What follows belongs to an exercise in optimizing a design on an open flow for small area, a short achievable clock period and few clock cycles; a production flow would make more cautious choices. At most, simulation tests tie the RTL to the original design; equivalence was not proved. Power figures rest on the tool's default switching activity, not on a simulated workload.

## dem_encoder
module dem_encoder (
    input  wire        clk,
    input  wire        rst,         
    input  wire        start,
    input  wire [15:0] in_len,      
    input  wire [15:0] out_cap,     
    output wire        busy,
    output reg         done,
    output reg         fail,
    output reg  [3:0]  cause,       
    output reg  [15:0] out_len,     
    output wire        rd_en,
    output wire [13:0] rd_addr,     
    input  wire [31:0] rd_data,
    output wire        out_valid,
    output wire [7:0]  out_data,
    input  wire        out_ready
);
For scale: ~350 flip-flops, ~120 I/O pins, roughly 21000 sq um of cells after synthesis.
clock: 10.0 ns
lec_check: 0
cap_margin: 20
core_margin: 2
core_utilization: 40
setup_slack_margin: 5
slew_margin: 20
tns_end_percent: 100
standard.sh (not shown) runs the stock make flow with config.mk's settings and CLKGATE_MAP_FILE= SYNTH_SCRIPT=/design/flow/synth_recipe.tcl, a recipe that flattens the netlist after the stock synthesis.
==> flow/flow/run.sh <==
#!/bin/bash
set -euo pipefail
bash standard.sh SETUP_SLACK_MARGIN=7 finish > standard.log 2>&1
Then changed:
==> flow/run.sh (new file) <==
#!/bin/bash
# synth_recipe.tcl (not shown) runs the flow's synth.tcl, then flattens the netlist and writes it again
# the make line also repeats each setting of config.mk as NAME=value (left out here)
make -C /OpenROAD-flow-scripts/flow DESIGN_CONFIG=/design/flow/config.mk WORK_HOME=/design/flow/orfs CLKGATE_MAP_FILE= SYNTH_SCRIPT=/design/flow/synth_recipe.tcl finish
removed: flow/flow/run.sh
removed: flow/standard.sh
Worst setup slack gets worse by 790 ps.
Clock power goes down by about 4%.
Sequential share of layout area goes up by 7.9 points.
Utilization goes down by 10 points.
Count of clock-buffer cells in the layout goes down by 3.
Global-route usage goes down by 4.2 points.
Synthesized area stays the same.
Worst hold slack stays flat.
Synthesized cell count is unchanged.
Fmax goes down by 16%.
Final cell count goes down by 9.6%.
No run of this note included a check of the RTL's function; only the layout flow was run.

* * *

## exp/zinc
dem_encoder, a different RTL version from the one above (not shown whole).
Size: roughly 1700 cells after synthesis, ~120 I/O pins.
Settings: LEC_CHECK=0, CAP_MARGIN=20, CORE_MARGIN=2, CORE_UTILIZATION=40, CTS_BUF_LIST=sky130_fd_sc_hd__clkbuf_4 sky130_fd_sc_hd__clkbuf_8, SETUP_SLACK_MARGIN=5, SLEW_MARGIN=20, TNS_END_PERCENT=100; clock period 10.0 ns.
==> flow/flow/run.sh <==
#!/bin/bash
# The standard layout (standard.sh: the standard synthesis and ORFS flow) with three
# changes: plain buf_1 port buffers, no CTS dummy loads, and the setup repair aimed
# 7 ns below the clock period. Each run's full output goes to standard.log.
set -euo pipefail
bash standard.sh SETUP_SLACK_MARGIN=7 \
  "BUFFER_PORTS_ARGS=-buffer_cell sky130_fd_sc_hd__buf_1" \
  "CTS_ARGS=-sink_clustering_enable -repair_clock_nets -buf_list {sky130_fd_sc_hd__clkbuf_4 sky130_fd_sc_hd__clkbuf_8} -dont_use_dummy_load" \
  finish > standard.log 2>&1
exp/zinc finished every step from synthesis to the final layout, and the layout passed the timing, design-rule and antenna checks.
Testbench counts of exp/zinc, summed over its fixed seeds: cycles 44,918.
[inputs] exp/violet vs exp/zinc
--- a/flow/flow/run.sh
+++ b/flow/flow/run.sh
@@ -4 +4 @@
-# 7 ns below the clock period. Each run's full output goes to standard.log.
+# 6.3 ns below the clock period. Each run's full output goes to standard.log.
@@ -6 +6 @@
-bash standard.sh SETUP_SLACK_MARGIN=7 \
+bash standard.sh SETUP_SLACK_MARGIN=6.3 \
--- outcome ---
- Between exp/violet and exp/zinc, critical path arrival is lower for exp/violet, exp/zinc comes in above that.
- Compared with exp/zinc, exp/violet shows leakage power total that has gone down by more than 10%.
- [diff] maximum clock rate, exp/violet relative to exp/zinc: regression
- What exp/violet reported for number of global-route vias before repair has to be multiplied by 1.09 to get the figure for exp/zinc.
- [compare] base=exp/zinc new=exp/violet: via count lost 1410, clock network fraction of total power saw an increase, post-route core utilization went down by 9.2 points.
- The headroom to the max-slew limit in exp/violet sits 0.92 points below the value recorded for exp/zinc.
- Between exp/violet and exp/zinc, the final total power is lower for exp/violet.
- Taking exp/violet over exp/zinc, the cell count ratio works out to 0.922.
- Route | exp/violet vs exp/zinc | wire shorter in exp/violet
## Diff of input files: exp/nickel against exp/violet
--- a/flow/flow/run.sh
+++ b/flow/flow/run.sh
@@ -4 +4 @@
-# 6.3 ns below the clock period. Each run's full output goes to standard.log.
+# 6.8 ns below the clock period. Each run's full output goes to standard.log.
@@ -6 +6 @@
-bash standard.sh SETUP_SLACK_MARGIN=6.3 \
+bash standard.sh SETUP_SLACK_MARGIN=6.8 \
### Flow results
- Per the final summary, exp/nickel finished and its layout is clean on timing, DRC and antenna.
- Relative to exp/violet, filler cell count decreased by 325 in exp/nickel.
- Delta (exp/nickel minus exp/violet): wire length of the first global-routing pass grew by about 8%, routed length per instance grew by 1.4 microns.
- Going from exp/violet to exp/nickel, HPWL reported at the end of detailed placement grew slightly.
- Re data arrival time at the worst-slack endpoint: exp/nickel and exp/violet aren't equal, and the higher value belongs to exp/violet.
- On final critical-path share of the clock period, the lower figure sits with exp/nickel, not exp/violet.
- exp/nickel vs exp/violet — number of DRC violations after detailed-routing iteration 0 climbed by more than 10%
- exp/nickel vs exp/violet — number of nets at the end of the flow climbed by a few percent
- Relative to exp/violet, the number of antenna violations at the first check in global routing of exp/nickel is lower by 1.
- exp/violet has a lower global-route usage than exp/nickel.

* * *

Another version of the RTL of dem_encoder (not shown whole).
Size in the first run: about 290 flip-flops, ~120 I/O pins, about 17000 um2 of cells after synthesis.
export LEC_CHECK = 0
export CAP_MARGIN = 20
export CORE_MARGIN = 2
export CORE_UTILIZATION = 40
export CTS_BUF_LIST = sky130_fd_sc_hd__clkbuf_4 sky130_fd_sc_hd__clkbuf_8
export SETUP_SLACK_MARGIN = 5
export SLEW_MARGIN = 20
export TNS_END_PERCENT = 100
create_clock -name core_clock -period 10.0 [get_ports {clk}]
==> flow/flow/run.sh <==
#!/bin/bash
# The standard layout (standard.sh: the standard synthesis and ORFS flow), with
# plain buf_1 port buffers and the setup repair aimed 6 ns below the clock period.
set -euo pipefail
bash standard.sh SETUP_SLACK_MARGIN=6 "BUFFER_PORTS_ARGS=-buffer_cell sky130_fd_sc_hd__buf_1" finish > standard.log 2>&1
Testbench counts at the start, summed over its fixed seeds: cycles 44,927.
Edit:
==> flow/flow/run.sh (replaced) <==
#!/bin/bash
# The standard layout (standard.sh: the standard synthesis and ORFS flow), with
# plain buf_1 port buffers and the setup repair aimed 7 ns below the clock period.
set -euo pipefail
bash standard.sh SETUP_SLACK_MARGIN=7 "BUFFER_PORTS_ARGS=-buffer_cell sky130_fd_sc_hd__buf_1"  finish > standard.log 2>&1
After rerunning: The changed run completed without violations; sequential power barely changes; area after synthesis stays the same; fmax increases by 2.4%.
Edit:
==> flow/run.sh (new file) <==
#!/bin/bash
# synth_recipe.tcl (not shown) runs the flow's synth.tcl, then flattens the netlist and writes it again
# the make line also repeats each setting of config.mk as NAME=value (left out here)
make -C /OpenROAD-flow-scripts/flow DESIGN_CONFIG=/design/flow/config.mk WORK_HOME=/design/flow/orfs CLKGATE_MAP_FILE= SYNTH_SCRIPT=/design/flow/synth_recipe.tcl finish
removed: flow/flow/run.sh
removed: flow/standard.sh
Outcome: Design area fell by 20%; core utilization fell by 12 points; area after synthesis does not change; setup slack degrades by 0.59 ns; sequential power barely changes.
Edit:
==> flow/flow/run.sh (new file) <==
#!/bin/bash
# The standard layout (standard.sh: the standard synthesis and ORFS flow), with
# plain buf_1 port buffers and the setup repair aimed 6 ns below the clock period.
set -euo pipefail
bash standard.sh SETUP_SLACK_MARGIN=6 "BUFFER_PORTS_ARGS=-buffer_cell sky130_fd_sc_hd__buf_1" "CTS_ARGS=-sink_clustering_enable -repair_clock_nets -buf_list {sky130_fd_sc_hd__clkbuf_4 sky130_fd_sc_hd__clkbuf_8} -dont_use_dummy_load" finish > standard.log 2>&1
==> flow/standard.sh (new file) <==
#!/bin/bash
# synth_recipe.tcl (not shown) runs the flow's synth.tcl, then flattens the netlist and writes it again
# the make line also repeats each setting of config.mk as NAME=value (left out here)
make -C /OpenROAD-flow-scripts/flow DESIGN_CONFIG=/design/flow/config.mk WORK_HOME=/design/flow/orfs CLKGATE_MAP_FILE= SYNTH_SCRIPT=/design/flow/synth_recipe.tcl "${@:-finish}"
removed: flow/run.sh
After rerunning: Wire length goes up by 5.8%. Via count goes up by 3.3%. Maximum frequency goes up by 11%. Register-to-register slack gets better by 0.84 ns. Sequential share of layout area goes down by 1.0 points. Worst setup slack gets better by 0.49 ns. Combinational power goes up by 16%. Die area stays the same. Core utilization goes up by 1.2 points. Synthesized cell count stays the same. Final area goes up by 2.5%.
Edit:
==> flow/flow/run.sh (replaced) <==
#!/bin/bash
# The standard layout (standard.sh: the standard synthesis and ORFS flow), with
# plain buf_1 port buffers and the setup repair aimed 5 ns below the clock period.
set -euo pipefail
bash standard.sh SETUP_SLACK_MARGIN=5 "BUFFER_PORTS_ARGS=-buffer_cell sky130_fd_sc_hd__buf_1" finish > standard.log 2>&1
After rerunning: The changed run went through all stages and came out clean; synthesized cell count does not change; die area does not change; total power goes up by 5.3%; setup slack got worse by 0.48 ns; worst hold slack got worse by 0.010 ns; routed wire length goes down by about 10%; count of clock-buffer cells in the layout goes up by 15; non-clock buffer count goes down by 94; via count goes down by about 3.6%; combinational power goes down by about 20%; sequential cell count does not change.

-- separate check: timing with driven ports --
The flow's constraints put no driver on any port. The routed layouts listed below were extracted and timed again, unchanged, in two steps. Step 1, drivers: a clkbuf_16 drives clk and a buf_2 each remaining input, both assumed. Step 2 adds t to the input delays and takes it off the output delays; t is the mean of the earliest and latest rising clock arrival at the registers after step 1. Input paths then give back, and output paths get back, about the clock's delay inside the block. a / b / c = ideal / step 1 / step 2; a / b = the first two.
| run | t (ns) | setup slack, ns | worst register clock-pin slew, ns |
|---|---|---|---|
| the first run of note 1 | 0.636 | 5.971 / 5.971 / 5.542 | 0.07 / 0.07 |
| the second run of note 1 | 0.600 | 5.176 / 5.159 / 4.610 | 0.06 / 0.06 |
| exp/zinc | 0.676 | 6.336 / 6.336 / 5.861 | 0.07 / 0.07 |
| exp/violet | 0.666 | 6.193 / 6.144 / 5.756 | 0.06 / 0.06 |
| exp/nickel | 0.661 | 6.500 / 6.455 / 5.851 | 0.07 / 0.07 |
| the first run of note 3 | 0.621 | 5.594 / 5.545 / 5.413 | 0.07 / 0.07 |
| the second run of note 3 | 0.633 | 5.699 / 5.653 / 5.433 | 0.07 / 0.07 |
| the third run of note 3 | 0.670 | 5.111 / 5.061 / 4.473 | 0.07 / 0.07 |
| the fourth run of note 3 | 0.612 | 5.602 / 5.554 / 5.303 | 0.06 / 0.06 |
| the fifth run of note 3 | 0.637 | 5.117 / 5.072 / 4.758 | 0.07 / 0.07 |
After both steps every run listed still meets setup and hold. For exp/nickel, which loses most, drivers alone change the setup slack by -0.045 ns; drivers and shift together by -0.649 ns.
